Context: an optimization exercise on an open-source flow, tuned for small area, a short achievable clock period and few clock cycles per item. The choices shown serve that exercise and are no tape-out recipe. The RTL was checked by simulation tests, not by an equivalence proof against the original design.

[flow/config.mk]
export PLATFORM = sky130hd
export DESIGN_NAME = spidrv_core
export DESIGN_NICKNAME = spidrv_core
export VERILOG_FILES = /design/flow/design.v
export SDC_FILE = /design/flow/constraint.sdc
export NUM_CORES = 4
export LEC_CHECK = 0
export CAP_MARGIN = 20
export CORE_MARGIN = 2
export CORE_UTILIZATION = 40
export SLEW_MARGIN = 20
[flow/constraint.sdc]
create_clock -name core_clock -period 32.0 [get_ports {clk}]
set_input_delay 6.4000 -clock core_clock [delete_from_list [all_inputs] [get_ports {clk}]]
set_output_delay 6.4000 -clock core_clock [all_outputs]
set_load 0.01 [all_outputs]
[flow/design.v]
module spidrv_int2f (
    input  wire [31:0] a,
    input  wire [31:0] b,
    input  wire        uns,
    output wire        zero,
    output wire        neg,
    output wire [7:0]  e,
    output wire [22:0] m
);
    wire [31:0] t  = a - b;
    wire [31:0] tn = b - a;
    assign neg = ~uns & t[31];
    wire [31:0] mag = neg ? tn : t;
    reg [31:0] n;
    reg [4:0]  lz;
    always @* begin
        n  = mag;
        lz = 5'd0;
        if (n[31:16] == 16'd0) begin n = n << 16; lz[4] = 1'b1; end
        if (n[31:24] ==  8'd0) begin n = n << 8;  lz[3] = 1'b1; end
        if (n[31:28] ==  4'd0) begin n = n << 4;  lz[2] = 1'b1; end
        if (n[31:30] ==  2'd0) begin n = n << 2;  lz[1] = 1'b1; end
        if (n[31]    ==  1'b0) begin n = n << 1;  lz[0] = 1'b1; end
    end
    assign zero = ~n[31];
    wire        rnd = n[7] & ((|n[6:0]) | n[8]);
    wire [24:0] mr  = {1'b0, n[31:8]} + {24'd0, rnd};
    assign e = 8'd158 - {3'd0, lz} + {7'd0, mr[24]};
    assign m = mr[22:0];
endmodule
module spidrv_fmul (
    input  wire        zx,           
    input  wire [7:0]  ex,
    input  wire [22:0] mx,
    input  wire [31:0] scale,
    output wire [25:0] ph,           
    output wire        pl,           
    output wire        zp,           
    output wire        ovf,          
    output wire        big,          
    output wire [5:0]  sh            
);
    wire [47:0] P = {1'b1, mx} * {1'b1, scale[22:0]};
    assign ph = P[47:22];
    assign pl = |P[21:0];
    wire [7:0] es = scale[30:23];
    assign zp = zx | (es == 8'd0);
    wire [9:0] s = 10'd284 - {2'd0, ex} - {2'd0, es};
    assign ovf = s[9];
    assign big = ~s[9] & (s[8:0] > 9'd32);
    assign sh  = s[5:0];
endmodule
module spidrv_f2i (
    input  wire [25:0] ph,
    input  wire        pl,
    input  wire        zp,
    input  wire        ovf,
    input  wire        big,
    input  wire [5:0]  sh,
    input  wire        neg,
    input  wire [31:0] out_min,
    output wire [31:0] y
);
    wire        p47  = ph[25];
    wire [23:0] mant = p47 ? ph[25:2] : ph[24:1];
    wire        g    = p47 ? ph[1] : ph[0];
    wire        st   = p47 ? (ph[0] | pl) : pl;
    wire [24:0] r    = {1'b0, mant} + {24'd0, g & (st | mant[0])};
    wire [6:0]  s    = {1'b0, sh} - {6'd0, p47};      
    wire [31:0] v    = {r, 7'd0} >> s[4:0];
    wire        oor  = ovf | s[6] | (~s[5] & v[31]);
    wire        zr   = big | s[5];
    wire [31:0] qq   = zp ? 32'd0 : oor ? 32'h8000_0000 : zr ? 32'd0 : v;
    wire [31:0] q    = neg ? (32'd0 - qq) : qq;
    assign y = q + out_min;
endmodule
module spidrv_newmapper (
    input  wire [24:0] rem,         
    input  wire [23:0] den,         
    output wire [1:0]  qb,          
    output wire [24:0] rem_n
);
    wire [25:0] d1 = {1'b0, rem} - {2'b00, den};
    assign qb[1]   = ~d1[25];
    wire [23:0] r1 = qb[1] ? d1[23:0] : rem[23:0];
    wire [25:0] d2 = {1'b0, r1, 1'b0} - {2'b00, den};
    assign qb[0]   = ~d2[25];
    wire [23:0] r2 = qb[0] ? d2[23:0] : {r1[22:0], 1'b0};
    assign rem_n   = {r2, 1'b0};
endmodule
module spidrv_qround (
    input  wire [25:0] quo,
    input  wire        rem_nz,
    input  wire [7:0]  e_num,
    input  wire [7:0]  e_den,
    input  wire        num_zero,
    output wire [31:0] scale
);
    wire [23:0] mant = quo[25] ? quo[25:2] : quo[24:1];
    wire        g    = quo[25] ? quo[1] : quo[0];
    wire        st   = quo[25] ? (quo[0] | rem_nz) : rem_nz;
    wire [24:0] mr   = {1'b0, mant} + {24'd0, g & (st | mant[0])};
    wire [7:0]  ex   = e_num - e_den + 8'd126 + {7'd0, quo[25]} + {7'd0, mr[24]};
    assign scale = num_zero ? 32'd0 : {1'b0, ex, mr[22:0]};
endmodule
module spidrv_remap (
    input  wire [31:0] e0,
    input  wire        le,
    input  wire        cfgm,
    output wire [31:0] a
);
    assign a[23:0]  = (le | cfgm) ? e0[23:0] : {e0[7:0], e0[15:8], e0[23:16]};
    assign a[31:24] = cfgm ? e0[31:24] : {8{a[23]}};
endmodule
module spidrv_core (
    input  wire        clk,
    input  wire        rst,
    input  wire        cfg_valid,
    output reg         cfg_ready,
    input  wire [31:0] cfg_in_min,
    input  wire [31:0] cfg_in_max,
    input  wire [31:0] cfg_out_min,
    input  wire [31:0] cfg_out_max,
    input  wire        cfg_little_endian,
    output reg         cfg_done,
    output reg  [2:0]  cfg_err,
    output reg  [31:0] cfg_scale,
    input  wire        s_valid,
    output reg         s_ready,
    input  wire [23:0] s_data,
    output reg         m_valid,
    input  wire        m_ready,
    output reg  [31:0] m_data
);
    localparam S_IDLE = 3'd0, S_C1 = 3'd1, S_C2 = 3'd2, S_DIV = 3'd3, S_RND = 3'd4;
    reg [2:0]  state;
    reg [3:0]  dcnt;
    reg        mapper_ok;
    reg        little_endian;
    reg [31:0] bsub;                
    reg [31:0] out_min;
    reg [31:0] e0;
    reg [23:0] e1;
    reg [1:0]  fcnt;
    reg        v1, z1, n1;
    reg [7:0]  ex1;
    reg [22:0] m1;
    reg        v2, zp2, ovf2, big2, n2, pl2;
    reg [25:0] ph2;
    reg [5:0]  sh2;
    reg [24:0] rem;
    reg [7:0]  e_num;
    reg        num_zero, err3, err4;
    wire idle  = (state == S_IDLE);
    wire cfgm  = (state == S_C1) | (state == S_C2);
    wire cstart = idle & cfg_valid;
    wire [31:0] opa;
    spidrv_remap u_dec (.e0(e0), .le(little_endian), .cfgm(cfgm), .a(opa));
    wire        z1_d, n1_d;
    wire [7:0]  ex1_d;
    wire [22:0] m1_d;
    spidrv_int2f u_i2f (.a(opa), .b(bsub), .uns(cfgm),
                        .zero(z1_d), .neg(n1_d), .e(ex1_d), .m(m1_d));
    wire [25:0] ph2_d;
    wire        pl2_d, zp2_d, ovf2_d, big2_d;
    wire [5:0]  sh2_d;
    spidrv_fmul u_mul (.zx(z1), .ex(ex1), .mx(m1), .scale(cfg_scale),
                       .ph(ph2_d), .pl(pl2_d), .zp(zp2_d), .ovf(ovf2_d),
                       .big(big2_d), .sh(sh2_d));
    wire [31:0] y;
    spidrv_f2i u_f2i (.ph(ph2), .pl(pl2), .zp(zp2), .ovf(ovf2), .big(big2),
                      .sh(sh2), .neg(n2), .out_min(out_min), .y(y));
    wire [1:0]  qb;
    wire [24:0] rem_n;
    spidrv_newmapper u_div (.rem(rem), .den({1'b1, m1}), .qb(qb), .rem_n(rem_n));
    wire [31:0] scale_r;
    spidrv_qround u_qr (.quo(cfg_scale[25:0]), .rem_nz(rem != 25'd0),
                        .e_num(e_num), .e_den(ex1), .num_zero(num_zero),
                        .scale(scale_r));
    wire en   = ~m_valid | m_ready;
    wire push = s_valid & s_ready;
    wire pop  = en & (fcnt != 2'd0);
    wire [1:0] fcnt_n = fcnt + {1'b0, push} - {1'b0, pop};
    wire cerr = err3 | err4 | z1;
    always @(posedge clk) begin
        if (cstart) begin
            e0   <= cfg_out_max;
            bsub <= cfg_out_min;
        end else if (state == S_C1) begin
            e0            <= cfg_in_max;
            bsub          <= cfg_in_min;
            out_min       <= cfg_out_min;
            little_endian <= cfg_little_endian;
            err3          <= e0[31];
        end else if ((fcnt == 2'd0) | pop) begin
            e0[23:0] <= (fcnt == 2'd2) ? e1 : s_data;
        end
        if (s_ready)
            e1 <= s_data;
        if (idle ? en : cfgm) begin
            z1  <= z1_d;
            n1  <= n1_d;
            ex1 <= ex1_d;
            m1  <= m1_d;
        end
        if (en) begin
            ph2  <= ph2_d;
            pl2  <= pl2_d;
            zp2  <= zp2_d;
            ovf2 <= ovf2_d;
            big2 <= big2_d;
            sh2  <= sh2_d;
            n2   <= n1;
            m_data <= y;
        end
        if (state == S_C2) begin
            rem      <= {1'b1, m1};
            e_num    <= ex1;
            num_zero <= z1;
            err4     <= e0[31];
        end else if (state == S_DIV) begin
            rem       <= rem_n;
            cfg_scale <= {cfg_scale[29:0], qb};
        end else if (state == S_RND) begin
            cfg_scale <= scale_r;
        end
        if (rst) begin
            state     <= S_IDLE;
            dcnt      <= 4'd0;
            mapper_ok <= 1'b0;
            fcnt      <= 2'd0;
            v1        <= 1'b0;
            v2        <= 1'b0;
            m_valid   <= 1'b0;
            s_ready   <= 1'b0;
            cfg_ready <= 1'b0;
            cfg_done  <= 1'b0;
            cfg_err   <= 3'd0;
        end else begin
            cfg_done <= 1'b0;
            if (en) begin
                v1      <= fcnt != 2'd0;
                v2      <= v1;
                m_valid <= v2;
            end
            fcnt    <= fcnt_n;
            s_ready <= mapper_ok & idle & ~cfg_valid & (fcnt_n != 2'd2);
            case (state)
                S_IDLE: begin
                    dcnt <= 4'd0;
                    if (cfg_valid) begin
                        state     <= S_C1;
                        mapper_ok <= 1'b0;
                    end
                end
                S_C1: begin
                    state     <= S_C2;
                    cfg_ready <= 1'b1;
                end
                S_C2: begin
                    state     <= S_DIV;
                    cfg_ready <= 1'b0;
                end
                S_DIV: begin
                    dcnt <= dcnt + 4'd1;
                    if (dcnt == 4'd0 && cerr) begin
                        state    <= S_IDLE;
                        cfg_done <= 1'b1;
                        cfg_err  <= err3 ? 3'd3 : err4 ? 3'd4 : 3'd5;
                    end else if (dcnt == 4'd12) begin
                        state <= S_RND;
                    end
                end
                S_RND: begin
                    state     <= S_IDLE;
                    cfg_done  <= 1'b1;
                    cfg_err   <= 3'd0;
                    mapper_ok <= 1'b1;
                    s_ready   <= 1'b1;
                end
                default: state <= S_IDLE;
            endcase
        end
    end
endmodule
[flow/run.sh]
#!/bin/bash
# synth_recipe.tcl (not shown) runs the flow's synth.tcl, then flattens the netlist and writes it again
# the make line also repeats each setting of config.mk as NAME=value (left out here)
make -C /OpenROAD-flow-scripts/flow DESIGN_CONFIG=/design/flow/config.mk WORK_HOME=/design/flow/orfs CLKGATE_MAP_FILE= SYNTH_SCRIPT=/design/flow/synth_recipe.tcl finish
==> qor.yml, run 1 <==
outcome: "no timing/DRC/antenna violations"
fin_skew_ns: 0.0262
arrival_ns: 12.11
max_stage_delay_ns: 0.86
antenna_found_initial: 2
worst_slack_ns: 20.20
post-route-min-period_ns: 11.80
cts_tree: "yes"
grt_pass1_wl_um: 222000
ctsLongestPathBuffers: 3
synth.most_common_cell: "inv_1"
die-height_um: 341
reg2reg_from: "state[1]"
maxCapViolations: 0
critPathKind: "register to register"
dpl-instance-area_um2: 49200
core_um2: 112000
synthesis.area_um2: 45400
fmax_mhz: 84.7
crit_slowest_cell: "o311a_1"
cts_sinks: 310
crit_path_max_fanout: 35
grt_max_degree: 74
synth_edf_count: 289
fin_setup_tns_ns: 0
gp_congestion: 0.926
ant_nets: 0
initial_utilization_pct: 40.4
hold_buffers: 0
die_x_um: 341
dr.pass1.iters: 6
min_to: "v2"
min-delay-start: "v2"
avgSynthCellArea_um2: 8.96
nFillCells: 10997
dp_worst_setup_slack_ns: 20.46
synth_cell_type_count: 125
hold_viol: 0
path_clk_slew_ns: 0.06
ys.flop_type: "edfxtp_1"
io-pin-count: 229
synth-seq-cells: 310
layout-drive-gt1-share_pct: 6.42
synthCells: 5065
reg2reg_depth: 33
first_iter_violations: 3146
cp_num_buf_inv: 3
synthToLayoutAreaGrowth_pct: 11.3
layout.nets: 6169
tightest_slew_ns: 1.09
worstPathRequired_ns: 32.31
synthTopCellsByCount: "720 x inv_1, 555 x nand2_1, 491 x fa_1"
dieArea_um2: 116000
slew_violations: 0
synth_top_area_cell: "fa_1"
fin_crit_sh_pct: 36.9
end_kind: "register"
ys_warn_count: 2
grt_overflow: 0
crit_top_cell: "ha_1"
setup_viol: 0
rows: 123
cts-htree-levels: 2
cp-start-kind: "register"
final_area_um2: 50500
grt_pass1_vias: 36980
fin_util_pct: 44.9
port_buffers: 228
wl_per_cell_um: 21.4
cts_setup_buffers: 0
grt.total_usage_pct: 24.6
cts-root-buf: "clkbuf_16"
num_vias: 37443
relSlewSlack_pct: 27.2
via_per_inst: 5.59
rsz0062_at_grt: "no"
whs_path_depth: 2
cts_resized: 0
clock_latency_ns: 0.59
r2r_slack_ns: 20.20
yosysSeqAreaShare_pct: 20.0
synth-async-reset-ratio_pct: 0
synth_area_leaders: "fa_1 22%, edfxtp_1 19%, ha_1 9.7%, inv_1 6.0%, nand2_1 4.6%"
cts_buffers: 40
synth_top_area_share_pct: 21.6
dp_hpwl_um: 113000
drc: 0
cp_top_family: "simple AND/OR/NAND/NOR gates"
hold_path.class: "register to register"
drt-total-wl_um: 143000
r2r-end: "ex1[4]"
syn_nets: 6065
## cell type report
| class | count | area, um^2 | share of cell area (%) |
|---|---|---|---|
| clock buffer | 54 | 1090 | 2.16 |
| antenna | 2 | 5.00 | 0.00991 |
| tap | 1500 | 1880 | 3.71 |
| sequential | 310 | 9100 | 18.0 |
| inverter | 727 | 2730 | 5.41 |
| multi-input combinational | 3781 | 32600 | 64.5 |
| timing repair buffer | 309 | 2890 | 5.72 |
| clock inverter | 18 | 216 | 0.428 |
## state kept, by name (all words and copies together), names as in the netlist, 8 cells and up
| signal | flops |
|---|---|
| bsub | 32 |
| cfg_scale | 32 |
| e0 | 32 |
| m_data | 32 |
| out_min | 32 |
| ph2 | 26 |
| rem | 25 |
| e1 | 24 |
| m1 | 23 |
| e_num | 8 |
| ex1 | 8 |
## cell families (layout without fill, tap and decap cells)
group                      count (synthesis)  in the layout  synth area share [%]
AOI/OAI and AO/OA                        974            974                  14.6
DFF                                      310            310                  20.0
buffers and inverters                    974           1108                  8.27
xor gates and xnor gates                 238            238                  4.61
adders and majority gates                842            842                  31.3
and+or+nand+nor                         1531           1531                  16.2
muxes                                    196            196                  4.95
other                                      0              2                     0
## per-stage QoR
stage / instances / hold WS, ns
floorplan: 5065 / 0.400
global route: 6699 / 0.491
detailed placement: 6627 / 0.465
finish: 6701 / 0.467
global placement: 6627 / 0.443
CTS: 6699 / 0.473
## worst max path at each step
| stage | cells after the start | to | slack (ns) | start |
|---|---|---|---|---|
| 2_1_floorplan | 3 | e0[0] | 22.98 | m_ready |
| 3_3_place_gp | 33 | ex1[4] | 20.48 | state[1] |
| 3_5_place_dp | 33 | ex1[4] | 20.46 | state[1] |
| 4_1_cts | 33 | ex1[4] | 20.37 | state[1] |
| 5_1_grt | 33 | ex1[4] | 19.20 | state[1] |
| 6_report | 33 | ex1[4] | 20.20 | state[1] |
## layout by cell type (no fill, tap or decap), types with 21 or more instances in the layout
cell type / netlist / routed
and3_1: 39 / 38
nor3_1: 83 / 83
a31oi_1: 40 / 40
a21oi_1: 208 / 207
nor2_1: 328 / 325
mux2_2: 77 / 77
clkdlybuf4s50_1: 0 / 228
mux2i_1: 103 / 103
fa_1: 491 / 491
or2_2: 23 / 23
clkbuf_16: 0 / 40
inv_1: 720 / 719
nor2b_1: 37 / 36
xor2_1: 75 / 73
nand4_1: 43 / 43
o31ai_1: 21 / 21
o21bai_1: 26 / 26
ha_1: 351 / 351
dfxtp_1: 21 / 21
o211ai_1: 32 / 32
a21o_1: 87 / 87
a21boi_0: 25 / 25
o21a_1: 34 / 34
or3_1: 25 / 25
nand3_1: 93 / 93
nand2_1: 555 / 554
xnor2_1: 162 / 161
buf_4: 8 / 81
nor4_1: 21 / 21
a22oi_1: 27 / 27
a211oi_1: 39 / 39
and2_1: 187 / 187
edfxtp_1: 289 / 289
nand2b_1: 38 / 38
o21ai_0: 214 / 214
## tightest hold or removal path, cell delays in order (launching register included)
cell	delay, ns
dfxtp_1	0.31
nand2_1	0.05
a21oi_1	0.05
## routing by layer
| metal | global-route usage (%) | part of all wire (%) | routed length (um) | vias to the layer above |
|---|---|---|---|---|
| met3 | 3.02 | 6.1 | 8800 | 177 |
| li1 | - | - | - | 17320 |
| met2 | 40.8 | 47 | 67900 | 1116 |
| met4 | 6.25 | 2.6 | 3670 | 2 |
| met5 | 0 | 0.0084 | 12 | - |
| met1 | 34.1 | 44 | 63100 | 18828 |
Testbench counts, summed over its fixed seeds: cycles 21,312, items 19,200.
==> run 2: changes to the inputs <==
==> flow/flow/run.sh (new file) <==
#!/bin/bash
# Standard layout, with repair_timing asked to keep extra setup margin so that
# the critical paths are sized for speed (the clock and constraints are unchanged).
set -euo pipefail
bash standard.sh SETUP_SLACK_MARGIN=24 finish > standard_flow.log 2>&1
==> flow/standard.sh (new file) <==
#!/bin/bash
# synth_recipe.tcl (not shown) runs the flow's synth.tcl, then flattens the netlist and writes it again
# the make line also repeats each setting of config.mk as NAME=value (left out here)
make -C /OpenROAD-flow-scripts/flow DESIGN_CONFIG=/design/flow/config.mk WORK_HOME=/design/flow/orfs CLKGATE_MAP_FILE= SYNTH_SCRIPT=/design/flow/synth_recipe.tcl "${@:-finish}"
removed: flow/run.sh
==> run 2 against run 1 <==
  * Global-route usage increased by 1.0 points
  * Clock-buffer cell count decreased by 9
  * Synthesized area unchanged
  * Critical endpoint is now e0[10]
  * Highest routed layer unchanged
==> qor.yml, run 2 <==
grt_pass1_wl_um: 230000  # was 222000 um
cts_buffers: 40  # unchanged
path_clk_slew_ns: 0.06  # about the same
synthCells: 5065  # unchanged
fin_skew_ns: 0.0218  # was 0.0262 ns
synthToLayoutAreaGrowth_pct: 22.9  # was 11.3%
drt-total-wl_um: 154000  # was 143000 um
maxCapViolations: 0  # unchanged
min_to: "v2"  # unchanged
fin_crit_sh_pct: 25.0  # was 36.9%
yosysSeqAreaShare_pct: 20.0  # unchanged
port_buffers: 228  # unchanged
grt_pass1_vias: 38935  # was 36980
fin_util_pct: 49.6  # was 44.9%
rsz0062_at_grt: "yes"  # was no
cts-htree-levels: 2  # unchanged
avgSynthCellArea_um2: 8.96  # unchanged
worstPathRequired_ns: 32.31  # about the same
slew_violations: 0  # unchanged
reg2reg_from: "state[1]"  # unchanged
synthesis.area_um2: 45400  # unchanged
antenna_found_initial: 9  # was 2
core_um2: 112000  # unchanged
rows: 123  # unchanged
end_kind: "register"  # unchanged
final_cell_mix: "696 x inv_1, 548 x nand2_1, 486 x fa_1, 324 x ha_1, 310 x nor2_1"  # was 719 x inv_1, 554 x nand2_1, 491 x fa_1, 351 x ha_1, 325 x nor2_1
ys.flop_type: "edfxtp_1"  # unchanged
r2r-end: "ex1[4]"  # unchanged
crit_path_max_fanout: 34  # was 35
r2r_slack_ns: 24.05  # was 20.20 ns
gp_congestion: 0.941  # was 0.926
fin_setup_tns_ns: 0  # unchanged
reg2reg_depth: 37  # was 33
ant_nets: 0  # unchanged
syn_nets: 6065  # unchanged
dieArea_um2: 116000  # unchanged
synth_edf_count: 289  # unchanged
dp_hpwl_um: 111000  # was 113000 um
cp-start-kind: "primary input"  # was register
num_vias: 39484  # was 37443
tightest_slew_ns: 1.08  # was 1.09 ns
final_common_cell: "inv_1"  # unchanged
drc: 0  # unchanged
synthTopCellsByCount: "720 x inv_1, 555 x nand2_1, 491 x fa_1"  # unchanged
synth_cell_type_count: 125  # unchanged
first_iter_violations: 3329  # was 3146
synth-seq-cells: 310  # unchanged
layout.nets: 6477  # was 6169
ctsLongestPathBuffers: 3  # unchanged
min-delay-start: "v2"  # unchanged
grt_overflow: 0  # unchanged
die-height_um: 341  # unchanged
outcome: "no timing/DRC/antenna violations"  # unchanged
critPathKind: "primary input to register"  # was register to register
clock_latency_ns: 0.60  # was 0.59 ns
synth-async-reset-ratio_pct: 0  # unchanged
fin_cells: 7010  # was 6701
die_x_um: 341  # unchanged
ys_warn_count: 2  # unchanged
whs_path_depth: 2  # unchanged
nFillCells: 10517  # was 10997
cts-root-buf: "clkbuf_16"  # unchanged
via_per_inst: 5.63  # was 5.59
synth_top_area_cell: "fa_1"  # unchanged
synth_top_area_share_pct: 21.6  # unchanged
hold_path.class: "register to register"  # unchanged
relSlewSlack_pct: 27.8  # was 27.2%
fmax_mhz: 125  # was 84.7 MHz
hold_buffers: 0  # unchanged
hold_viol: 0  # unchanged
dr.pass1.iters: 6  # unchanged
cts_sinks: 310  # unchanged
post-route-min-period_ns: 8.00  # was 11.80 ns
placed_cells: 6621  # was 6627
synth.most_common_cell: "inv_1"  # unchanged
initial_utilization_pct: 40.4  # unchanged
io-pin-count: 229  # unchanged
synth_area_leaders: "fa_1 22%, edfxtp_1 19%, ha_1 9.7%, inv_1 6.0%, nand2_1 4.6%"  # unchanged
layout-drive-gt1-share_pct: 16.4  # was 6.42%
arrival_ns: 8.32  # was 12.11 ns
grt_max_degree: 73  # was 74
whs_ns: 0.460  # was 0.467 ns
wl_per_cell_um: 21.9  # was 21.4 um
setup_viol: 0  # unchanged
grt.total_usage_pct: 25.6  # was 24.6%
cts_tree: "yes"  # unchanged
## run 2: layout make-up
class / count / area [um^2] / share of cell area [%]
Sequential cell: 310 / 9110 / 16.3
Clock inverter: 29 / 340 / 0.610
Timing Repair Buffer: 607 / 6110 / 10.9
Timing Repair inverter: 3 / 25.0 / 0.0449
Inverter: 727 / 2850 / 5.11
Multi-Input combinational cell: 3788 / 34400 / 61.7
Antenna cell: 1 / 2.50 / 0.00449
Clock buffer: 45 / 1040 / 1.87
Tap cell: 1500 / 1880 / 3.36
## run 2: cells by family after synthesis
kind of cell / count (synthesis) / share of synthesized area (%)
compound gates: 974 / 14.6
xor+xnor: 238 / 4.61
fa+ha+maj: 842 / 31.3
buf+inv: 974 / 8.27
flops: 310 / 20.0
mux: 196 / 4.95
simple gates: 1531 / 16.2
## run 2: what timing repair did
action                                  CTS  global route
setup buffers                           167           118
pin swaps                                60           105
gates resized for setup                 322           243
endpoints found under the hold margin     0             0
cloned                                   19            10
endpoints found under the setup margin  220            72
## run 2: worst max-delay path by stage
stage,startpoint,to,slack [ns],cells past startpoint
final,cfg_valid,e0[10],24.00,5
after global routing,state[1],ex1[4],23.79,36
after CTS,state[0],ex1[4],23.87,36
after detailed placement,state[1],ex1[4],20.82,33
after global placement,state[1],ex1[4],20.91,33
after floorplan,m_ready,e0[0],23.44,3
## run 2: routing by layer
| layer | wire length (um) | GRT usage [%] |
|---|---|---|
| met4 | 5560 | 8.36 |
| met5 | 40 | 0 |
| met1 | 64100 | 34.0 |
| met3 | 12300 | 4.89 |
| met2 | 71600 | 41.9 |
## run 2: metrics by stage
step | cell area [um^2] | setup slack, ns
2_1_floorplan | 45500 | 23.44
3_3_place_gp | 49200 | 20.91
3_5_place_dp | 49200 | 20.82
4_1_cts | 53600 | 23.87
5_1_grt | 55800 | 23.79
6_report | 55800 | 24.00
## run 2: worst max-delay path, stage by stage
cell             delay [ns]
clkdlybuf4s50_1        0.55
and3_4                 0.30
buf_16                 0.19
or2_4                  0.35
or3_4                  0.50

[port drivers added, routing unchanged]
How much do the figures lean on ideal ports? The routed layouts below were timed once more, with nothing changed but the port constraints. Step 1: set_driving_cell puts a clkbuf_16 on clk and a buf_2 on each other input, an assumption about the parent block. Step 2 times the ports against the registers' clock, not the clock port: input delays grow and output delays shrink by t, the midpoint of the rising clock arrivals with the driver on. Three values: no drivers, after step 1, after step 2; two values: the first two.
run | shift t [ns] | setup WS [ns] | hold WS [ns] | worst setup path after step 2 | worst data-port slew with drivers (ns)
run 1 | 0.646 | 20.196 / 20.196 / 20.196 | 0.467 / 0.467 / 0.467 | register to register | 0.09
run 2 | 0.661 | 23.996 / 23.958 / 23.351 | 0.460 / 0.460 / 0.460 | input to register | 0.09
After both steps every run listed still meets setup and hold. For run 2, which loses most, drivers alone change the setup slack by -0.038 ns; drivers and shift together by -0.645 ns.
